Context: an optimization exercise on an open-source flow, tuned for small area, a short achievable clock period and few clock cycles per item. The choices shown serve that exercise and are no tape-out recipe.
Where RTL was checked, it was by simulation tests only, not by an equivalence proof against the original.
The RTL of run 1 was laid out without a check of its function.
Power is estimated from default activity; no workload was simulated.

[config.mk]
export PLATFORM = sky130hd
export DESIGN_NAME = qrle
export DESIGN_NICKNAME = qrle
export VERILOG_FILES = /design/flow/design.v
export SDC_FILE = /design/flow/constraint.sdc
export NUM_CORES = 4
export LEC_CHECK = 0
export CAP_MARGIN = 20
export CORE_MARGIN = 2
export CORE_UTILIZATION = 40
export SLEW_MARGIN = 20
[constraint.sdc]
create_clock -name core_clock -period 16.0 [get_ports {clk}]
set_input_delay 3.2000 -clock core_clock [delete_from_list [all_inputs] [get_ports {clk}]]
set_output_delay 3.2000 -clock core_clock [all_outputs]
set_load 0.01 [all_outputs]
[design.v]
module qrle (
    input  wire        clk,
    input  wire        rst,
    input  wire        in_valid,
    output wire        in_ready,
    input  wire [31:0] in_x,
    input  wire [31:0] in_delta,
    input  wire        in_last,
    output wire        out_valid,
    input  wire        out_ready,
    output wire [7:0]  out_data,
    output wire        out_last
);
    localparam ST_IDLE = 2'd0;
    localparam ST_DIV  = 2'd1;
    localparam ST_FIN  = 2'd2;
    localparam ST_SHL  = 2'd3;
    localparam EM_NONE = 2'd0;
    localparam EM_RUN  = 2'd1;
    localparam EM_LIT  = 2'd2;
    reg [1:0]  st;
    reg        rdy;           
    reg [24:0] rem;           
    reg [23:0] dvs;           
    reg [9:0]  k;             
    reg [4:0]  j;             
    reg        seen;          
    reg        sgn;           
    reg        lastr;         
    reg        em2;           
    reg        lastb;         
    reg        g;             
    reg        e23;           
    reg [31:0] acc;           
    reg        finf;          
    reg        zacc, zlast;   
    reg [15:0] run;           
    reg        run_p, lit_p;  
    reg        run_last, lit_last;
    reg        lit_older;     
    reg [1:0]  em;            
    reg [2:0]  nb;            
    reg        ov, ol;
    reg [7:0]  od;
    assign out_valid = ov;
    assign out_data  = od;
    assign out_last  = ol;
    assign in_ready  = rdy;
    wire idle   = (st == ST_IDLE);
    wire accept = in_valid & rdy;
    wire [7:0]  ex = in_x[30:23];
    wire [7:0]  ed = in_delta[30:23];
    wire        x_zero = (in_x[30:0] == 31'd0);
    wire        x_e255 = &ex;
    wire        x_man  = |in_x[22:0];
    wire        d_zero = (in_delta[30:0] == 31'd0);
    wire        d_e255 = &ed;
    wire [9:0]  k0     = {2'b00, ex} - {2'b00, ed};
    wire        in_zero = x_zero;
    wire        in_nan  = (x_e255 & x_man) | d_e255;    
    wire        in_sat  = x_e255 | d_zero;
    wire [25:0] trial = {1'b0, rem} - {2'b00, dvs};
    wire        b     = ~trial[25];
    wire [24:0] rsel  = b ? trial[24:0] : rem;
    wire        knorm = ~dvs[23];
    wire k_neg  = k[9];
    wire k_ge31 = ~k[9] & (|k[8:5] | (&k[4:0]));
    wire k_m1   = (k == 10'h3FF);
    wire k_m2   = (k == 10'h3FE);
    wire k_le_m2 = k_neg & ~k_m1;
    wire k_z    = (k == 10'd0);
    wire j_23   = (j == 5'd23);
    wire j_24   = (j == 5'd24);
    wire [31:0] satv = sgn ? 32'h80000000 : 32'h7FFFFFFF;
    wire        stk   = |rem;
    wire        rbit  = g & (stk | lastb);
    wire        rinc  = finf | rbit;
    wire        fin_f = (st == ST_FIN) & e23 & rinc & ~finf;
    wire [31:0] acc_p1 = {acc[31:1], acc[0] | fin_f} + 32'd1;
    wire run_c1 = (run[15:7] == 9'd0) & (run[6:0] <= 7'd100);
    wire run_c2 = (run[15:8] == 8'd0);
    wire [2:0] run_cnt = run_c1 ? 3'd1 : run_c2 ? 3'd2 : 3'd3;
    wire a_s8  = (acc[31:8]  == {24{acc[31]}});       
    wire a_s16 = (acc[31:15] == {17{acc[31]}});
    wire a_s7  = (acc[31:7]  == {25{acc[31]}});       
    wire lit_c1 = a_s7 & (acc[31] ? (acc[6:0] > 7'd53) : (acc[6:0] < 7'd75));
    wire lit_c3 = a_s8 & acc[31] & (acc[7:0] != 8'd0) & ~lit_c1;    
    wire lit_c2 = a_s8 & ~acc[31] & ~lit_c1;                         
    wire lit_c4 = a_s16;
    wire [2:0] lit_cnt = lit_c1 ? 3'd1 : (lit_c2 | lit_c3) ? 3'd2 : lit_c4 ? 3'd3 : 3'd5;
    wire adv = ~ov | out_ready;
    wire em_idle   = (em == EM_NONE);
    wire start_lit = em_idle & lit_p & (lit_older | ~run_p);
    wire start_run = em_idle & run_p & ~(lit_p & lit_older);
    wire [1:0] cur_t = ~em_idle ? em : start_lit ? EM_LIT : start_run ? EM_RUN : EM_NONE;
    wire [2:0] cur_n = ~em_idle ? nb : start_lit ? lit_cnt : run_cnt;
    wire [7:0] lo8  = (lit_c1 | lit_c3) ? ((lit_c3 ? ~acc[7:0] : acc[7:0]) + (lit_c3 ? 8'd1 : 8'd180)) : acc[7:0];
    reg  [7:0] byte_n;
    always @(*) begin
        if (cur_t == EM_RUN) begin
            case (cur_n)
                3'd1:    byte_n = run[7:0];
                3'd2:    byte_n = run_c2 ? 8'd101 : run[15:8];
                default: byte_n = 8'd102;
            endcase
        end else begin
            case (cur_n)
                3'd1:    byte_n = lo8;
                3'd2:    byte_n = (lit_c2 | lit_c3) ? (lit_c2 ? 8'd103 : 8'd104) : acc[15:8];
                3'd3:    byte_n = lit_c4 ? 8'd105 : acc[23:16];
                3'd4:    byte_n = acc[31:24];
                default: byte_n = 8'd255;
            endcase
        end
    end
    wire load = adv & (cur_t != EM_NONE);
    wire run_done_now = load & (cur_t == EM_RUN) & (cur_n == 3'd1);
    wire stall = lit_p | (em == EM_LIT);
    reg  zero_ev, zero_last;      
    reg  post_run, post_lit;      
    reg  fin_now;                 
    reg  fin_cin;
    reg  [1:0] st_n;
    always @(*) begin
        zero_ev = 1'b0; zero_last = lastr;
        post_run = 1'b0; post_lit = 1'b0;
        fin_now = 1'b0; fin_cin = 1'b0;
        st_n = st;
        case (st)
            ST_IDLE: begin
                if (zacc) begin
                    zero_ev = 1'b1; zero_last = zlast;
                end
                if (accept & ~in_zero) st_n = ST_DIV;
            end
            ST_DIV: begin
                if (~stall & ~knorm) begin
                    if (~seen) begin
                        if (b) begin
                            if (k_ge31) begin
                                post_run = 1'b1; post_lit = 1'b1; st_n = ST_IDLE;
                            end else if (k_m1) begin
                                post_run = 1'b1; post_lit = 1'b1; fin_now = 1'b1; fin_cin = ~sgn;
                                st_n = ST_IDLE;
                            end else if (k_le_m2 & ~k_m2) begin
                                zero_ev = 1'b1; st_n = ST_IDLE;
                            end else if (~k_m2) begin
                                post_run = 1'b1;
                            end
                        end else if (k_le_m2) begin
                            zero_ev = 1'b1; st_n = ST_IDLE;
                        end
                    end else if (j_24) begin
                        st_n = ST_FIN;
                    end else if (k_m1) begin
                        if (b) begin post_lit = 1'b1; fin_now = 1'b1; fin_cin = ~sgn; st_n = ST_IDLE; end
                    end else if (k_le_m2) begin
                        if (~b) begin
                            if (em2 & ~j_23) begin
                                zero_ev = 1'b1; st_n = ST_IDLE;
                            end else if (~em2) begin
                                post_lit = 1'b1; fin_now = 1'b1; fin_cin = sgn; st_n = ST_IDLE;
                            end
                        end else if (j_23 & em2) begin
                            post_run = 1'b1; post_lit = 1'b1; fin_now = 1'b1; fin_cin = ~sgn;
                            st_n = ST_IDLE;
                        end
                    end else if (k_z & j_23) begin
                        if (b) st_n = ST_FIN;
                    end
                end
            end
            ST_FIN: begin
                fin_now = 1'b1; fin_cin = rinc ^ sgn;
                if (em2 & ~rbit) begin
                    zero_ev = 1'b1; st_n = ST_IDLE;
                end else begin
                    post_run = em2;
                    if (~k_neg | (k_m1 & ~finf)) st_n = ST_SHL;
                    else begin post_lit = 1'b1; st_n = ST_IDLE; end
                end
            end
            default: begin  
                if ((acc[31] ^ acc[30]) | k_m1) begin post_lit = 1'b1; st_n = ST_IDLE; end
            end
        endcase
    end
    wire run_post = zero_ev ? (zero_last | (run == 16'hFFFE)) : (post_run & (run != 16'd0));
    reg  run_p_n, lit_p_n;
    reg  [1:0] em_n;
    always @(*) begin
        run_p_n = run_p;
        lit_p_n = lit_p;
        em_n    = em;
        if (adv) begin
            if (cur_t != EM_NONE) em_n = (cur_n == 3'd1) ? EM_NONE : cur_t;
            if (start_lit) lit_p_n = 1'b0;
            if (start_run) run_p_n = 1'b0;
        end
        if (run_post) run_p_n = 1'b1;
        if (post_lit) lit_p_n = 1'b1;
    end
    wire chunk_next = zacc ? (run == 16'hFFFD) : (run == 16'hFFFE);
    wire rdy_n = (st_n == ST_IDLE) & ~run_p_n & (em_n != EM_RUN) & ~(accept & (in_last | chunk_next));
    wire [15:0] run_inc = run + 16'd1;
    always @(posedge clk) begin
        if (rst) begin
            st <= ST_IDLE;
            rdy <= 1'b0;
            run <= 16'd0;
            run_p <= 1'b0; lit_p <= 1'b0; lit_older <= 1'b0;
            em <= EM_NONE; ov <= 1'b0;
            zacc <= 1'b0;
        end else begin
            st  <= st_n;
            rdy <= rdy_n;
            zacc <= accept & in_zero;
            run_p <= run_p_n;
            lit_p <= lit_p_n;
            em <= em_n;
            if (run_post) lit_older <= zero_ev & lit_p & ~(start_lit & adv);
            if (adv) ov <= (cur_t != EM_NONE);
            if (adv & run_done_now) run <= 16'd0;
            else if (zero_ev) run <= run_inc;
        end
    end
    always @(posedge clk) begin
        case (st)
            ST_IDLE: begin
                rem   <= (ex == 8'd0) ? {1'b0, in_x[22:0], 1'b0} : {2'b01, in_x[22:0]};
                dvs   <= d_zero ? 24'h800000 : (ed == 8'd0) ? {in_delta[22:0], 1'b0} : {1'b1, in_delta[22:0]};
                zlast <= in_last;
                k     <= in_nan ? -10'sd300 : in_sat ? 10'd300 : k0;
                sgn   <= in_x[31] ^ in_delta[31];
                lastr <= in_last;
                seen  <= 1'b0;
            end
            ST_DIV: begin
                if (~stall) begin
                    if (knorm) begin
                        dvs <= {dvs[22:0], 1'b0};
                        k   <= k + 10'd1;
                    end else begin
                        rem <= {rsel[23:0], 1'b0};
                        k   <= k - 10'd1;
                        if (~seen) begin
                            if (b) begin
                                seen  <= 1'b1;
                                j     <= 5'd1;
                                em2   <= k_m2;
                                lastb <= 1'b1;
                                finf  <= 1'b0;
                                if (k_ge31)     acc <= satv;
                                else if (k_m1)  acc <= {{31{sgn}}, 1'b1};
                                else if (k_neg) acc <= {32{sgn}};
                                else            acc <= {{31{sgn}}, ~sgn};
                            end
                        end else begin
                            j <= j + 5'd1;
                            if (~j_24) lastb <= b;
                            if (fin_now)                 acc <= fin_cin ? acc_p1 : acc;
                            else if (~j_24 & ~k_neg)     acc <= {acc[30:0], b ^ sgn};
                            if (j_24) begin
                                g   <= b;
                                e23 <= k_m1;
                            end
                            if (k_z & j_23 & b) begin
                                finf <= 1'b1;
                                e23  <= 1'b1;
                            end
                        end
                    end
                end
            end
            ST_FIN: begin
                acc <= fin_cin ? acc_p1 : {acc[31:1], acc[0] & ~fin_f};
            end
            default: begin  
                if (acc[31] ^ acc[30]) acc <= satv;
                else begin
                    acc <= {acc[30:0], 1'b0};
                    k   <= k - 10'd1;
                end
            end
        endcase
        if (run_post) run_last <= zero_ev & zero_last;
        if (post_lit) lit_last <= lastr;
        if (adv & (cur_t != EM_NONE)) begin
            od <= byte_n;
            ol <= (cur_n == 3'd1) & ((cur_t == EM_RUN) ? run_last : lit_last);
            nb <= cur_n - 3'd1;
        end
    end
endmodule
[run.sh]
#!/bin/bash
# synth_recipe.tcl (not shown) runs the flow's synth.tcl, then flattens the netlist and writes it again
# the make line also repeats each setting of config.mk as NAME=value (left out here)
make -C /OpenROAD-flow-scripts/flow DESIGN_CONFIG=/design/flow/config.mk WORK_HOME=/design/flow/orfs CLKGATE_MAP_FILE= SYNTH_SCRIPT=/design/flow/synth_recipe.tcl finish
==> notes.md, run 1 <==
Seq cells post-synth 144; R2R depth 12; Hold Path End run_p$_SDFF_PP0_; Static Leak 5.53 nW; FF-to-FF setup slack 10,320 ps; total of max-cap violations 0; TNS Setup 0 ps; CTS tree built; vias in the first global route 11,640; postcts setup bufs 0; Synth Net Count 1,663; count of cell types in the netlist 95; Synth-to-Final Area Change 13.6%; Worst-Margin Slew 1080 ps; DRT antenna net count 0; crit start category flop; synthesized area per cell 8.28 um2; Multi-input gate area 0.00797 mm2; synthesized instance count 1,533; largest net degree at the start of global routing 55; status timing/DRC/antenna clean; drt pass-1 iters 6; Die Y 182 um; Synth Cell Area 0.0127 mm2; Psw 0.891 mW; critical path class flop to flop; CTS resizes 0; Seq/Total Area, Yosys 32.0%; Die Wd 182 um; register area 0.00406 mm2; drt via density 6.30; Nets 1,686; routability congestion estimate 0.969; internal power 1.11 mW; crit-path max FO 44; # setup viols final 0; unrepaired setup endpoints after global routing no; IO buf count 79; Final Instance Area 0.0144 mm2; GRT Residual Overflow 0; row cnt 65; total CTS buffers 17; WL per Instance 20.4 um; antenna fix cells 0; Min-Delay Startpoint run_p$_SDFF_PP0_; Worst R2R Start rem[1]$_DFFE_PP_; Worst Skew 15.4 ps; net switching fraction of the power 44.5%; Post-DP Area 0.0138 mm2; dpl ws 10,110 ps; initial drt markers 1,420; Reg-to-Reg End acc[17]$_DFFE_PP_; P per Cell Area 139 mW/mm2; Clock Latency Late Sink 460 ps; CP required 16,130 ps; Starting Density 40.4%; Clock Tree Buf Depth 2; asr flop ratio synth 0%; most frequent cells in the layout nand2_1, nor2_1, edfxtp_1; Detailed Place HPWL 29,400 um; number of antenna violations at the first check in global routing 1; fillcell total 3,047; number of synthesized flops with an enable pin 118; Tcrit/Tclk final 35.5%; Post-CTS Hold Fix Bufs 0; root buf cell clkbuf_16; Hold WS 479 ps; Critical Path End Type flop; Final Instance Count excl. Fillers 1,971; CP arrival 5820 ps; fmax 0.176 GHz; sequential power share 31.9%; Slew Viols, Final 0; H-tree depth 4; Hold Vio Cnt, Final 0; die area 0.0332 mm2; CTS clk-pin slew, worst paths 70 ps; commonest non-fill, non-tap cell in the layout nand2_1; # IOs 80; logic gate share of total power 45.9%; drt total wl 40,300 um; Hold WC Path Type flop to flop; YS warnings 1; clock network power share 22.2%; Synth Flop Type edfxtp_1; worst-case vdd ir drop 0.0000889 V; Sink Count 144; layout cells sized above 1 5.67%; Core Region 0.0314 mm2; Hold Path Depth 2; GRT Overall Usage 24.5%; first-pass GRT wire length 64,700 um; min Tclk post-route 5680 ps; PnR worst setup slack 10,320 ps; Inst Count DP 1,939; DRC Markers 0; slew margin rel. 28.1%; Vias 12,410
-- routing by layer --
layer | vias up | track usage, % | share of wire, % | wire, um
li1 | 5855 | - | - | -
met1 | 5895 | 33.7 | 45 | 18000
met2 | 572 | 38.0 | 45 | 18100
met3 | 86 | 4.31 | 7.2 | 2900
met4 | 2 | 10.0 | 3.1 | 1240
met5 | - | 0 | 0.030 | 12
-- how the worst max path moves through the flow --
stage,depth (start not counted),endpoint,startpoint
3_5_place_dp,12,k[7]$_DFFE_PP_,in_delta[24]
5_1_grt,13,acc[4]$_DFFE_PP_,dvs[1]$_DFFE_PP_
3_3_place_gp,12,k[7]$_DFFE_PP_,in_delta[24]
2_1_floorplan,15,acc[10]$_DFFE_PP_,rem[14]$_DFFE_PP_
4_1_cts,12,acc[4]$_DFFE_PP_,rem[1]$_DFFE_PP_
6_report,12,acc[17]$_DFFE_PP_,rem[1]$_DFFE_PP_
-- state kept, by name, summed over array words and instances (netlist names), 2 cells and up --
name,flops
acc,32
dvs,24
em,2
j,5
k,10
nb,3
od,8
rem,25
run,16
st,2
-- synthesized netlist by cell type, types with 24 or more instances --
library cell  instances  area (um2)
mux2i_1              52         521
a211oi_1             24         180
inv_1                83         312
xnor2_1              46         403
dfxtp_1              26         521
nand2_1             157         589
and3_1               28         175
nor4_1               37         231
o22ai_1              39         244
xor2_1               29         254
clkbuf_1             74         278
nand3_1              50         250
ha_1                 59         738
nand4_1              33         206
nor3_1               30         150
o21ai_0             104         521
nor2_1              141         529
a21oi_1              78         390
edfxtp_1            118        3540
-- cell families after synthesis --
| family | Yosys count | synth area share (%) |
|---|---|---|
| xor+xnor | 75 | 5.18 |
| buf+inv | 177 | 5.40 |
| compound gates | 465 | 25.5 |
| fa+ha+maj | 61 | 6.13 |
| flops | 144 | 32.0 |
| mux | 57 | 4.55 |
| simple gates | 554 | 21.2 |
-- worst max-delay path, cell delays in order (launching register included) --
cell	delay, ps
edfxtp_1	480
ha_1	330
nor2b_1	150
o2111ai_1	320
a2111oi_2	150
or3_4	390
a21boi_4	660
inv_2	550
a41oi_2	620
a21oi_4	270
mux2i_1	230
a311oi_4	760
buf_4	430
-- area by class of cell --
cell class              instances  share of cell area [%]
multi-input cells            1212                    55.3
well taps                     402                    3.49
clock inverters                14                    1.28
flip-flops and latches        144                    28.2
clock buffers                  18                    3.13
repair buffers                 96                    6.37
inverters                      85                    2.21
-- power by group through the flow --
stage / Sequential (mW) / Clock [mW] / Combinational [mW]
final: 0.640 / 0.446 / 0.919
after global routing: 0.649 / 0.466 / 1.01
after CTS: 0.635 / 0.449 / 0.903
after detailed placement: 0.642 / 0 / 0.898
after global placement: 0.642 / 0 / 0.893
after floorplan: 0.577 / 0 / 0.702
-- stage by stage --
| step | total power, mW | util [%] |
|---|---|---|
| floorplan | 1.28 | - |
| global placement | 1.53 | 43.9 |
| detailed placement | 1.54 | 43.9 |
| CTS | 1.99 | 45.9 |
| global route | 2.13 | 45.9 |
| finish | 2.00 | 45.9 |
==> run 2, diff against run 1 <==
--- a/design.v
+++ b/design.v
@@ -34,5 +34,4 @@
     reg [31:0] acc;           
     reg        finf;          
-    reg        zacc, zlast;   
     reg [15:0] run;           
     reg        run_p, lit_p;  
@@ -56,5 +55,5 @@
     wire        d_zero = (in_delta[30:0] == 31'd0);
     wire        d_e255 = &ed;
-    wire [9:0]  k0     = {2'b00, ex} - {2'b00, ed};
+    wire [9:0]  k0     = {2'b00, ex[7:1], ex[0] | ~|ex} - {2'b00, ed[7:1], ed[0] | ~|ed};
     wire        in_zero = x_zero;
     wire        in_nan  = (x_e255 & x_man) | d_e255;    
@@ -129,8 +128,11 @@
         case (st)
             ST_IDLE: begin
-                if (zacc) begin
-                    zero_ev = 1'b1; zero_last = zlast;
-                end
-                if (accept & ~in_zero) st_n = ST_DIV;
+                if (accept) begin
+                    if (in_zero) begin
+                        zero_ev = 1'b1; zero_last = in_last;
+                    end else begin
+                        st_n = ST_DIV;
+                    end
+                end
             end
             ST_DIV: begin
@@ -201,6 +203,5 @@
         if (post_lit) lit_p_n = 1'b1;
     end
-    wire chunk_next = zacc ? (run == 16'hFFFD) : (run == 16'hFFFE);
-    wire rdy_n = (st_n == ST_IDLE) & ~run_p_n & (em_n != EM_RUN) & ~(accept & (in_last | chunk_next));
+    wire rdy_n = (st_n == ST_IDLE) & ~run_p_n & (em_n != EM_RUN);
     wire [15:0] run_inc = run + 16'd1;
     always @(posedge clk) begin
@@ -211,9 +212,7 @@
             run_p <= 1'b0; lit_p <= 1'b0; lit_older <= 1'b0;
             em <= EM_NONE; ov <= 1'b0;
-            zacc <= 1'b0;
         end else begin
             st  <= st_n;
             rdy <= rdy_n;
-            zacc <= accept & in_zero;
             run_p <= run_p_n;
             lit_p <= lit_p_n;
@@ -228,7 +227,6 @@
         case (st)
             ST_IDLE: begin
-                rem   <= (ex == 8'd0) ? {1'b0, in_x[22:0], 1'b0} : {2'b01, in_x[22:0]};
-                dvs   <= d_zero ? 24'h800000 : (ed == 8'd0) ? {in_delta[22:0], 1'b0} : {1'b1, in_delta[22:0]};
-                zlast <= in_last;
+                rem   <= {1'b0, |ex, in_x[22:0]};
+                dvs   <= d_zero ? 24'h800000 : {|ed, in_delta[22:0]};
                 k     <= in_nan ? -10'sd300 : in_sat ? 10'd300 : k0;
                 sgn   <= in_x[31] ^ in_delta[31];
==> run 2 against run 1 <==
Cell count shrank 2.2%. Sequential share of layout area increased by 1.1 points. Critical path depth fell by 2. Die area shrank 3.8%. Global-route usage decreased by 0.45 points. Synthesized area down 3.9%. First-iteration DRC count decreased by 11%. Non-clock buffer count shrank 1. Critical path type is now input pin to flop. Critical endpoint is now run[15]$_SDFFE_PP0N_. Largest cell class unchanged.
==> notes.md, run 2 <==
CP arrival 6620 ps; max FFs per register 32; Slew Viols, Final 0; largest net degree at the start of global routing 62; Synth Flop Type edfxtp_1; synthesized instance count 1,506; Seq cells post-synth 143; crit-path max FO 21; Clock Latency Late Sink 440 ps; number of antenna violations at the first check in global routing 0; Yosys top cell by area edfxtp_1; Synth Area in Adders 6.28%; Static Leak 5.16 nW; Hold WC Path Type flop to flop; layout cells sized above 1 6.18%; unrepaired setup endpoints after global routing no; Synth Area in Compound Gates 25.7%; slew margin rel. 37.0%; DRT antenna net count 0; Post-Synth Simple-Gate Area 22.9%; Die Wd 179 um; Die Y 179 um; Core Region 0.0298 mm2; Yosys top cell area share 29.1%; Post-CTS Hold Fix Bufs 0; Synth Cell Area 0.0122 mm2; Final Instance Count excl. Fillers 1,928; routability congestion estimate 0.952; number of synthesized flops with an enable pin 118; critical path class input pin to flop; DRC Markers 0; fillcell total 2,981; H-tree depth 4; most frequent cells in the layout nor2_1, nand2_1, a21oi_1; Post-synth top cells nor2_1, nand2_1, a21oi_1; post-synthesis mux area share 1.12%; initial drt markers 1,262; total of max-cap violations 0; min Tclk post-route 6260 ps; synthesized area per cell 8.10 um2; fmax 0.160 GHz; CTS tree built; count of cell types in the netlist 100; row cnt 63; postcts setup bufs 0; GRT Residual Overflow 0; IO buf count 79; P per Cell Area 142 mW/mm2; Synth Net Count 1,635; Sink Count 143; Tcrit/Tclk final 39.1%; Worst-Margin Slew 942 ps; Hold Vio Cnt, Final 0; CTS resizes 0; status timing/DRC/antenna clean; total CTS buffers 17; die area 0.0319 mm2; Post-Synth XOR/XNOR Area 4.89%; asr flop ratio synth 0%; Vias 11,896; Clock Tree Buf Depth 2; YS warnings 1; drt total wl 38,200 um; Seq/Total Area, Yosys 33.2%; GRT Overall Usage 24.0%; top-count cell post-synth nor2_1; CP required 16,360 ps; top cells by area, synth edfxtp_1, ha_1, a21oi_1; CTS clk-pin slew, worst paths 70 ps; biggest regs acc (32), rem (25), dvs (24); commonest non-fill, non-tap cell in the layout nor2_1; TNS Setup 0 ps; vias in the first global route 11,169; root buf cell clkbuf_16; first-pass GRT wire length 60,100 um; crit start category input pin; Largest Register acc; worst-case vdd ir drop 0.0000776 V; drt via density 6.17; Worst Skew 19.0 ps; Inst Count DP 1,896; # setup viols final 0; Multi-input gate area 0.00745 mm2; Synth-to-Final Area Change 13.4%; largest family of logic cells by synthesized area compound AO/OA/AOI/OAI gates; antenna fix cells 0; register area 0.00404 mm2; drt pass-1 iters 9; PnR worst setup slack 9740 ps; Nets 1,654; Starting Density 40.9%; dpl ws 9300 ps; # IOs 80; Detailed Place HPWL 28,100 um; WL per Instance 19.8 um; Critical Path End Type flop
## run 2: cell count changes after synthesis, sizes merged, moves of 9 or more
cell    previous run  this run
a21oi             79       129
a31oi             21        34
o22ai             39         8
buf               16        29
nor2             141       167
nand4             33        22
mux2i             52         8
o211ai            22         8
and3              28        17
o32ai             13         4
clkbuf            76        66
## run 2: kinds of logic (layout without fill, tap and decap cells)
family | Yosys count | in the layout
buffers and inverters | 177 | 209
adders and majority gates | 60 | 60
muxes | 13 | 13
and+or+nand+nor | 574 | 574
xor gates and xnor gates | 68 | 68
AOI/OAI and AO/OA | 471 | 471
DFF | 143 | 143
## run 2: worst paths after layout
check	startpoint	end	slack, ps	cells past startpoint
max	in_x[17]	run[15]$_SDFFE_PP0N_	9740	10
min reg2reg	lastr$_DFFE_PP_	lit_last$_DFFE_PP_	480	0
min	lastr$_DFFE_PP_	lit_last$_DFFE_PP_	480	0
max reg2reg	rem[10]$_DFFE_PP_	acc[10]$_DFFE_PP_	11040	13
## run 2: area by class of cell
| cell class | count | area share [%] |
|---|---|---|
| clock buffer | 17 | 3.08 |
| clock inverter | 15 | 1.38 |
| inverter | 82 | 2.23 |
| multi-input combinational | 1186 | 53.9 |
| sequential | 143 | 29.3 |
| tap | 390 | 3.53 |
| timing repair buffer | 95 | 6.59 |
## run 2: where the power goes
part           internal, mW  leakage (nW)  switching [mW]
Combinational         0.340          3.50           0.572
Clock                 0.239         0.302           0.196
Sequential            0.520          1.35           0.101
Total                  1.10          5.16           0.869
## run 2: routing by layer
layer	GRT usage, %	up-vias	routed length (um)
met5	0	-	0
met1	32.8	5631	17100
li1	-	5648	-
met3	4.43	83	2810
met2	38.4	534	17200
met4	7.69	0	1050
## run 2: per-stage QoR
step | utilization (%) | hold WS, ps | power, mW | cell area, um2
after floorplan | - | 426 | 1.27 | 12200
after global placement | 44.3 | 459 | 1.51 | 13200
after detailed placement | 44.3 | 449 | 1.52 | 13200
after CTS | 46.4 | 478 | 1.96 | 13800
after global routing | 46.4 | 492 | 2.09 | 13800
final | 46.4 | 482 | 1.97 | 13800
## run 2: critical path: stages
cell and delay [ps]:
clkdlybuf4s50_1 430, nor4_1 760, nand4_1 400, nor4_1 600
a31oi_1 80, nor2_1 210, a21oi_1 60, buf_4 220
or4_1 510, a21oi_1 150
Testbench counts of run 2, summed over its fixed seeds: cycles 23,019, samples 7,072.

[afterwards: timing with drivers on the ports]
The results above use ideal ports. As a check the final layouts listed here were re-extracted and re-timed, cells and wires unchanged. Step 1 assumes that a clkbuf_16 drives the clock port and a buf_2 every other input. Step 2 adds t to the input delays and takes it off the output delays; t is the mean of the earliest and latest rising clock arrival at the registers after step 1. Input paths then give back, and output paths get back, about the clock's delay inside the block. Three values: ideal ports, drivers, drivers and shift; two values: the first two.
run	shift t [ns]	setup slack, ns	worst hold slack (ns)	worst setup path at the end
run 1	0.502	10.316 / 10.316 / 10.099	0.479 / 0.479 / 0.479	input to register
run 2	0.482	9.743 / 9.774 / 9.292	0.482 / 0.482 / 0.482	input to register
After both steps every run listed still meets setup and hold. The setup slack of run 2, which loses most, moves by +0.031 ns with the drivers and by -0.451 ns with both steps.
